Background: an optimization exercise with open tools, aiming at small area, a short achievable clock period and few clock cycles per item. Do not read the settings as production practice. Function was checked by simulation only, so behaviour that the tests miss may differ from the original. Power figures rest on the tool's default switching activity, not on a simulated workload.

Design phase_accumulator, start of the top module:
module phase_accumulator #(
    parameter integer CONV_KP = 2,    
    parameter integer CONV_KF = 6     
) (
    input  wire        clk,
    input  wire        rst,           
    input  wire        tick_valid,
    output wire        tick_ready,
    input  wire        cmd_valid,
    output wire        cmd_ready,
    input  wire [7:0]  cmd_op,
    input  wire [31:0] cmd_arg,
    output reg         rsp_valid,
    output reg         rsp_err,
    output reg  [31:0] rsp_data
);
Size: roughly 270 flip-flops.
export LEC_CHECK = 0
export CAP_MARGIN = 20
export CORE_MARGIN = 2
export CORE_UTILIZATION = 30
export CTS_BUF_LIST = sky130_fd_sc_hd__clkbuf_8
export PLACE_DENSITY = 0.5
export SETUP_SLACK_MARGIN = 5
export SLEW_MARGIN = 20
export SYNTH_MEMORY_MAX_BITS = 32768
create_clock -name core_clock -period 12.0 [get_ports {clk}]
standard.sh (not shown) runs the stock make flow with config.mk's settings and CLKGATE_MAP_FILE= SYNTH_SCRIPT=/design/flow/synth_recipe.tcl, a recipe that flattens the netlist after the stock synthesis.
==> flow/flow/run.sh <==
#!/bin/bash
set -euo pipefail
bash standard.sh 'BUFFER_PORTS_ARGS=-buffer_cell sky130_fd_sc_hd__buf_2' SETUP_SLACK_MARGIN=8 finish > standard_flow.log 2>&1
Testbench counts at the start, summed over its fixed seeds: cycles 30,469, cmds 24,000.
Next try:
==> flow/flow/run.sh (replaced) <==
#!/bin/bash
set -euo pipefail
bash standard.sh 'BUFFER_PORTS_ARGS=-buffer_cell sky130_fd_sc_hd__buf_2' SETUP_SLACK_MARGIN=7 finish > standard_flow.log 2>&1
=>
- The changed run completed with no timing, DRC or antenna violations
- clock power shrinks by about 9%
- wire length shrinks by 6.6%
- die area does not change
- design area shrinks by 12%
- non-clock buffer count shrinks by 189

---

phase_accumulator, a different RTL version from the one above (not shown whole).
Size in the first run: about 3100 cells after synthesis, ~210 flip-flops, ~80 I/O pins.
Settings: LEC_CHECK=0, CAP_MARGIN=20, CORE_MARGIN=2, CORE_UTILIZATION=30, PLACE_DENSITY=0.5, SETUP_SLACK_MARGIN=5, SLEW_MARGIN=20, SYNTH_MEMORY_MAX_BITS=32768; clock period 12.0 ns.
==> flow/flow/run.sh <==
#!/bin/bash
set -euo pipefail
bash standard.sh SETUP_SLACK_MARGIN=7 finish > standard_flow.log 2>&1
Testbench counts at the start, summed over its fixed seeds: cycles 35,512, cmds 24,000.
Next try:
==> flow/flow/run.sh (replaced) <==
#!/bin/bash
set -euo pipefail
bash standard.sh 'BUFFER_PORTS_ARGS=-buffer_cell sky130_fd_sc_hd__buf_2' SETUP_SLACK_MARGIN=7 finish > standard_flow.log 2>&1
=> The new run completed without violations; worst hold slack degrades by 0.012 ns; via count rose slightly; area after synthesis is unchanged; design area fell slightly; clock skew rose by 0.032 ns; final cell count is about the same; sequential power stays flat; clock-buffer cell count rose by 5; synthesized cell count does not change.
Next try:
==> flow/flow/run.sh (replaced) <==
#!/bin/bash
set -euo pipefail
bash standard.sh SETUP_SLACK_MARGIN=6 finish > standard_flow.log 2>&1
Die area does not change; first-iteration DRC count shrinks by 14%; final cell count is lower by about 1.4%; setup slack is worse by 0.41 ns.

---

phase_accumulator, a different RTL version from the one above (not shown whole).
Size in the first run: about 3000 cells after synthesis, ~80 I/O pins, about 22000 sq um of cells after synthesis.
Settings: LEC_CHECK=0, CAP_MARGIN=20, CORE_MARGIN=2, CORE_UTILIZATION=50, PLACE_DENSITY=0.65, SETUP_SLACK_MARGIN=5, SLEW_MARGIN=20, SYNTH_MEMORY_MAX_BITS=32768; clock period 12.0 ns.
==> flow/flow/run.sh <==
#!/bin/bash
set -euo pipefail
bash standard.sh SETUP_SLACK_MARGIN=7 finish > standard_flow.log 2>&1
Testbench counts at the start, summed over its fixed seeds: cycles 35,587, cmds 24,000.
Then changed:
==> flow/flow/run.sh (replaced) <==
#!/bin/bash
set -euo pipefail
bash standard.sh 'BUFFER_PORTS_ARGS=-buffer_cell sky130_fd_sc_hd__buf_4' SETUP_SLACK_MARGIN=7 finish > standard_flow.log 2>&1
- CORE_UTILIZATION: 50 -> 30
- PLACE_DENSITY: 0.65 -> 0.5
Worst hold slack loses 0.0042 ns. Setup slack gains 0.23 ns. Maximum frequency came out higher by 4.3%. Sequential share of layout area came out higher by 0.48 points. Global-route usage came out lower by 14 points. Die area came out higher by 65%. Design area came out lower by 2.6%. Total power came out lower by 3.2%.
Then changed:
==> flow/flow/run.sh (replaced) <==
#!/bin/bash
set -euo pipefail
bash standard.sh SETUP_SLACK_MARGIN=6 finish > standard_flow.log 2>&1
Flip-flop and latch count is unchanged.
Area after synthesis stays the same.
Via count goes down by about 2.3%.
Die area stays the same.
Routed wire length goes down by about 2.3%.
Cell area goes down by about 3.3%.

## separate check: timing with driven ports
How much do the figures lean on ideal ports? The routed layouts below were timed once more, with nothing changed but the port constraints.
Step 1: set_driving_cell puts a clkbuf_16 on clk and a buf_2 on each other input, an assumption about the parent block.
Step 2 moves the port delays by t, midway between the first and last clock arrival at a register: inputs arrive t later, outputs are due t later. That takes back most of the time a late clock gives input paths.
Three values: no drivers, after step 1, after step 2; two values: the first two.
run	t, ns	setup WS [ns]	hold WS [ns]
the first run of note 1	0.697	7.116 / 7.116 / 7.116	0.435 / 0.435 / 0.435
the second run of note 1	0.702	7.186 / 7.186 / 7.186	0.426 / 0.426 / 0.426
the first run of note 2	0.659	6.791 / 6.791 / 6.648	0.452 / 0.452 / 0.452
the second run of note 2	0.666	6.732 / 6.732 / 6.697	0.440 / 0.440 / 0.440
the third run of note 2	0.666	6.320 / 6.320 / 5.936	0.443 / 0.443 / 0.443
the first run of note 3	0.619	6.522 / 6.522 / 6.480	0.451 / 0.451 / 0.451
the second run of note 3	0.622	6.747 / 6.747 / 6.617	0.447 / 0.447 / 0.447
the third run of note 3	0.635	6.300 / 6.300 / 5.921	0.455 / 0.455 / 0.455
After both steps setup and hold are still met in every run listed. For the third run of note 2, which loses most, drivers alone change the setup slack by 0.000 ns; drivers and shift together by -0.384 ns.
